This is an optimization exercise on Yosys and OpenROAD, whose aim is a short achievable clock period and few clock cycles, not a production implementation.
RTL that was checked went through simulation tests only; none was proved equivalent to the original.
The flow treats the clock pin as an ideal source. Dropping or thinning the clock tree relies on that and would not hold on a real chip.
Power is estimated from default activity; no workload was simulated.

==> inputs of branch maple <==
==> flow/design.v (excerpt) <==
module ioga (
    input  wire        clk,
    input  wire        rst,
    input  wire        tx_valid,
    output reg         tx_ready,
    input  wire [15:0] tx_code,
    input  wire [31:0] tx_data,
    output reg         rsp_valid,
    output reg  [31:0] rsp_data,
    output reg  [1:0]  rsp_status,    
    output reg         rsp_tc,        
    output reg         rsp_devwr,     
    output reg         irq_line,
    output reg         nmi_line,
    output reg         mem_req,
    output reg         mem_we,
    output reg  [31:0] mem_addr,
    output reg  [7:0]  mem_wdata,
    input  wire        mem_ack,
    input  wire [7:0]  mem_rdata,
    input  wire        mem_err
);
clock: 8.0 ns
lec_check: 0
cap_margin: 20
core_margin: 2
core_utilization: 50
place_density: 0.6
slew_margin: 20
standard.sh (not shown) runs the stock make flow with config.mk's settings and CLKGATE_MAP_FILE= SYNTH_SCRIPT=/design/flow/synth_recipe.tcl, a recipe that flattens the netlist after the stock synthesis.
==> flow/flow/run.sh <==
#!/bin/bash
# Layout flow: the standard flow (standard.sh) with two changes:
#  - the clock tree is built by flow/mycts.tcl (four root buffers on the
#    clock port, each driving the leaf buffers of one region of the core)
#    in place of TritonCTS, in a copy of the ORFS scripts whose cts.tcl
#    sources it; the rest of cts.tcl (timing repair, placement) is unchanged;
#  - timing repair aims at a larger setup margin.
# Synthesis is the standard one, run first and unchanged.
set -euo pipefail
here=$PWD
export SETUP_SLACK_MARGIN=${SETUP_SLACK_MARGIN_OVERRIDE:-6}
export MYCTS_TCL=$here/flow/mycts.tcl

rm -rf scripts_mod
cp -rp "$FLOW_HOME/scripts" scripts_mod
sed -i 's|log_cmd clock_tree_synthesis {\*}$cts_args|source $::env(MYCTS_TCL)|' scripts_mod/cts.tcl
grep -q 'MYCTS_TCL' scripts_mod/cts.tcl

bash standard.sh synth > synth.log 2>&1
bash standard.sh floorplan place > place.log 2>&1
bash standard.sh SCRIPTS_DIR=$here/scripts_mod cts > cts.log 2>&1
bash standard.sh finish > finish.log 2>&1
Other scripts of this flow, unchanged in this note and not shown: flow/flow/mycts.tcl
==> branch umber (differences from branch maple) <==
--- a/flow/design.v
+++ b/flow/design.v
@@ -168,21 +168,19 @@
     reg [7:0]      x_lset, x_lclr, x_hset, x_hclr, x_hld;
     reg            x_nset, x_nclr, x_t1ld, x_t2ld, x_t3ld;
     reg            x_t1le1, x_t23le1, x_dzero;
     reg [7:0]      x_wh0m1, x_wh1m1;
     reg [5:0]      x_wh2m1;
     reg            x_wh0z, x_wh1z;
     reg        ack_q, err_q;
-    reg [7:0]  rdata_q;
     always @(posedge clk) begin
-        ack_q   <= x_mem && mem_ack && !rst;
-        err_q   <= mem_err;
-        rdata_q <= mem_rdata;
+        ack_q <= x_mem && mem_ack && !rst;
+        err_q <= mem_err;
     end
-    wire x_adv  = !x_mem || ack_q;         
+    wire x_adv  = !x_mem || mem_ack;       
     wire x_exec = x_valid && x_adv;
     wire [NOP-1:0] op = x_op;
     wire [31:0]    w  = x_d;
     wire           lvl = x_d[0];
     reg [7:0]  vec_vector [0:15];
     reg [15:0] vec_ext, vec_int, vec_pend, vec_forced;
     reg [7:0]  softlo;
@@ -242,65 +240,66 @@
         for (i = 0; i < 16; i = i + 1)
             if (act_vec[i]) act_vector = act_vector | vec_vector[i];
         for (i = 0; i < 8; i = i + 1) begin
             if (act_slo[i]) act_vector = act_vector | (8'h8F + 8'h10 * i[7:0]);
             if (act_shi[i]) act_vector = act_vector | sh_vector[i];
         end
     end
-    wire dma_done   = x_mem && ack_q;                        
-    wire dma_moved  = dma_done && !err_q;
+    wire dma_done   = x_mem && mem_ack;                      
+    wire dma_moved  = dma_done && !mem_err;
+    wire pend_mv    = ack_q && !err_q;                       
     reg [31:0] as_step, cs_m1;      
     reg [2:0]  as_c, cs_z;          
     reg        cnt_is1;
     reg        cnt_nz;              
     always @(posedge clk) begin
         for (i = 0; i < 4; i = i + 1) begin
-            as_step[8*i +: 8] <= dma_ctrl[1] ? dma_addr[8*i +: 8] - 8'd1 : dma_addr[8*i +: 8] + 8'd1;
-            cs_m1[8*i +: 8]   <= dma_count[8*i +: 8] - 8'd1;
+            as_step[8*i +: 8] <= dma_ctrl[1] ? eff_addr[8*i +: 8] - 8'd1 : eff_addr[8*i +: 8] + 8'd1;
+            cs_m1[8*i +: 8]   <= eff_count[8*i +: 8] - 8'd1;
         end
         for (i = 0; i < 3; i = i + 1) begin
-            as_c[i] <= dma_ctrl[1] ? (dma_addr[8*i +: 8] == 8'h00) : (dma_addr[8*i +: 8] == 8'hFF);
-            cs_z[i] <= (dma_count[8*i +: 8] == 8'h00);
+            as_c[i] <= dma_ctrl[1] ? (eff_addr[8*i +: 8] == 8'h00) : (eff_addr[8*i +: 8] == 8'hFF);
+            cs_z[i] <= (eff_count[8*i +: 8] == 8'h00);
         end
-        cnt_is1 <= (dma_count == 32'd1);
+        cnt_is1 <= (eff_count == 32'd1);
     end
     wire [31:0] addr_step = {as_c[0] && as_c[1] && as_c[2] ? as_step[31:24] : dma_addr[31:24],
                              as_c[0] && as_c[1]            ? as_step[23:16] : dma_addr[23:16],
                              as_c[0]                       ? as_step[15:8]  : dma_addr[15:8],
                              as_step[7:0]};
     wire [31:0] cnt_m1    = {cs_z[0] && cs_z[1] && cs_z[2] ? cs_m1[31:24] : dma_count[31:24],
                              cs_z[0] && cs_z[1]            ? cs_m1[23:16] : dma_count[23:16],
                              cs_z[0]                       ? cs_m1[15:8]  : dma_count[15:8],
                              cs_m1[7:0]};
+    wire [31:0] eff_addr   = pend_mv ? addr_step : dma_addr;
+    wire [31:0] eff_count  = pend_mv ? cnt_m1 : dma_count;
+    wire        eff_nidle  = dma_nidle && !(pend_mv && cnt_is1);
+    wire        eff_cnt_nz = pend_mv ? !cnt_is1 : cnt_nz;
     reg [31:0] n_dma_addr;
     reg        n_dma_nidle, n_dma_drq, n_ctrl0;
     always @* begin
-        n_dma_addr   = dma_addr;
-        n_dma_nidle  = dma_nidle;
+        n_dma_addr   = eff_addr;
+        n_dma_nidle  = eff_nidle;
         n_dma_drq    = dma_drq;
         n_ctrl0      = dma_ctrl[0];
         if (op[O_WR_DAD]) n_dma_addr = w;
         if (op[O_WR_DCT]) n_ctrl0 = w[0];
         if (op[O_WR_DCN] && x_dzero) n_dma_nidle = 1'b0;
         if (op[O_LN_DRQ]) begin
             n_dma_drq = lvl;
-            if (lvl && !dma_drq && !dma_nidle && cnt_nz) n_dma_nidle = 1'b1;
-        end
-        if (dma_moved) begin
-            n_dma_addr = addr_step;
-            if (cnt_is1) n_dma_nidle = 1'b0;
+            if (lvl && !dma_drq && !eff_nidle && eff_cnt_nz) n_dma_nidle = 1'b1;
         end
         if (op[O_RESET]) begin
             n_dma_addr   = 32'h0;
             n_dma_nidle  = 1'b0;
             n_dma_drq    = 1'b0;
             n_ctrl0      = 1'b0;
         end
     end
-    wire e_mem = d_op[O_DSTEP] && n_dma_nidle && n_dma_drq;
+    wire e_mem = d_op[O_DSTEP] && n_dma_nidle && !(dma_moved && cnt_is1) && n_dma_drq;
     wire r_free = !r_valid || x_adv;       
     always @(posedge clk) begin
         if (rst) begin
             r_valid <= 1'b0;
             s_valid <= 1'b0;
             tx_ready <= 1'b1;
             x_valid <= 1'b0;
@@ -317,15 +316,15 @@
             end else if (mem_ack) begin
                 mem_req <= 1'b0;
             end
         end
     end
     always @(posedge clk) begin
         if (x_adv) begin
-            if (e_valid && e_mem) mem_wdata <= e_d[7:0];
+            if (e_valid && d_op[O_DSTEP]) mem_wdata <= e_d[7:0];
             if (e_valid) begin
                 x_op   <= d_op;
                 x_vset <= d_vset;
                 x_vclr <= d_vclr;
                 x_vld  <= d_vld;
                 x_vdis <= d_vdis;
                 x_lset <= d_lset;
@@ -382,15 +381,15 @@
             x_dzero   <= d_dzero;
             x_wh0m1   <= d_wh0m1;
             x_wh1m1   <= d_wh1m1;
             x_wh2m1   <= d_wh2m1;
             x_wh0z    <= d_wh0z;
             x_wh1z    <= d_wh1z;
         end
-        mem_addr <= n_dma_addr;
+        mem_addr <= dma_moved ? addr_step : n_dma_addr;
         mem_we   <= !n_ctrl0;
     end
     reg [31:0] r_data;
     always @* begin
         r_data = 32'h0;
         if (op[O_RD_VEC])
             for (i = 0; i < 16; i = i + 1)
@@ -406,27 +405,27 @@
         if (op[O_RD_TMR]) begin
             if (x_oh[0]) r_data = r_data | 32'h4000_0000;
             if (x_oh[1]) r_data = r_data | {14'h0, tmr_exp[1], tmr_run[1], tmr1_count};
             if (x_oh[2]) r_data = r_data | {tmr_exp[2], tmr_run[2], tmr2_count};
             if (x_oh[3]) r_data = r_data | {tmr_exp[3], tmr_run[3], tmr3_count};
         end
         if (op[O_RD_PRE]) r_data = r_data | presc;
-        if (op[O_RD_DAD]) r_data = r_data | dma_addr;
+        if (op[O_RD_DAD]) r_data = r_data | eff_addr;
         if (op[O_RD_DVA]) r_data = r_data | dma_vaddr;
-        if (op[O_RD_DCN]) r_data = r_data | dma_count;
+        if (op[O_RD_DCN]) r_data = r_data | eff_count;
         if (op[O_RD_DCT]) r_data = r_data | dma_ctrl;
         if (op[O_ACK_I] || op[O_PEEK_I]) r_data = r_data | {24'h0, act_vector};
-        if (dma_moved && dma_ctrl[0]) r_data = r_data | {24'h0, rdata_q};
+        if (dma_moved && dma_ctrl[0]) r_data = r_data | {24'h0, mem_rdata};
     end
     always @(posedge clk) begin
         rsp_valid <= x_exec && !rst;
         begin
             if (x_exec) begin
                 rsp_data   <= r_data;
-                rsp_status <= !legal_code(x_code) ? 2'd2 : (dma_done && err_q) ? 2'd1 : 2'd0;
+                rsp_status <= !legal_code(x_code) ? 2'd2 : (dma_done && mem_err) ? 2'd1 : 2'd0;
                 rsp_tc     <= dma_moved && cnt_is1;
                 rsp_devwr  <= dma_moved && dma_ctrl[0];
             end
         end
     end
     always @(posedge clk) begin
         if (rst_q || op[O_RESET]) begin
@@ -568,15 +567,15 @@
             if (op[O_WR_PRE]) presc     <= w;
             if (op[O_WR_DVA]) dma_vaddr <= w;
             if (op[O_WR_DCT]) dma_ctrl  <= w;
             if (op[O_WR_DCN]) begin
                 dma_count <= w;
                 cnt_nz    <= !x_dzero;
             end
-            if (dma_moved) begin
+            else if (pend_mv) begin
                 dma_count <= cnt_m1;
                 cnt_nz    <= !cnt_is1;
             end
         end
     end
     always @(posedge clk) rst_q <= rst;
     always @(posedge clk) begin
==> notes <==
Between branch umber and branch maple, the lower sequential share of layout area is in branch umber (gap 3.6 points).
Of branch maple and branch umber, branch maple has the higher setup slack (gap 0.13 ns).
First-iteration DRC count: branch maple is lower than branch umber (about 0.8%).
In branch umber the core utilization is higher than in branch maple, by 3.4 points.
Fmax: branch umber is smaller than branch maple (about 4.7%).
Register-to-register slack: branch umber is lower than branch maple (0.02 ns).
In critical path depth, branch maple and branch umber do not differ.
In branch umber the power is lower than in branch maple, by about 0.4%.
Between branch maple and branch umber, the lower combinational power is in branch maple (gap about 8%, measured against branch umber).
In clock power, branch maple and branch umber hardly differ.
==> figures <==
quantity                                              branch maple  branch umber
Pin count of the biggest net entering global routing           178            67
Number of diodes added for antenna fixing                        0             1
Peak Freq                                                  368 MHz       351 MHz
Run status                        no timing/DRC/antenna violations  no timing/DRC/antenna violations
Post-detail-place hpwl                                   113000 um     111000 um
Switching fraction of total power                            22.2%         22.1%
Total GRT Usage                                              34.6%         35.6%
Sequential cell area share                                   48.4%         44.8%
Wire length on met2                                       74000 um      77300 um
HP Start                                                 r_code[4]     r_code[8]
Pwr Density                                            168 mW/mm^2   156 mW/mm^2
Area overhead of the layout relative to synthesis            18.3%         25.2%
Synthesized Nets                                              4968          4953
Overall routed net length                                178000 um     186000 um
Clock group share of total power                             31.6%         31.5%
Post-CTS setup repair buffer count                             153           228
Vias post-DR                                                 40400         41200
Final min period                                           2.71 ns       2.85 ns
Global-route wire length before repair                   254000 um     262000 um
Net total in the final layout                                 5159          5313
Power attributed to the clock group                        3000 uW       2980 uW
GPL Wtd Cong                                                 0.996          1.00
Testbench counts of branch umber, summed over its fixed seeds: cycles 33,137.
No functional check of the RTL was part of branch maple. In every run of this note, the design's own scripts or RTL, not TritonCTS, make the clock network.

[separate check: timing with driven ports]
In the flow no input, the clock included, has a driving cell. The finished layouts below were timed again as built, in two steps. Step 1 sets driving cells, clkbuf_16 on the clock port and buf_2 on the other inputs (assumed; they add their load-dependent delay and slew). Step 2, shift: input delay + t, output delay - t, t = (earliest + latest rising clock arrival at the registers) / 2. This alone moves slack from input paths to output paths. a / b / c = ideal / step 1 / step 2; a / b = the first two.
run | t, ns | setup slack, ns | worst hold slack (ns)
branch maple | 0.621 | 5.286 / 5.122 / 5.073 | 0.422 / 0.422 / 0.422
branch umber | 0.629 | 5.152 / 4.990 / 5.046 | 0.425 / 0.425 / 0.425
After both steps every run listed still meets setup and hold. For branch maple, which loses most, drivers alone change the setup slack by -0.164 ns; drivers and shift together by -0.213 ns.
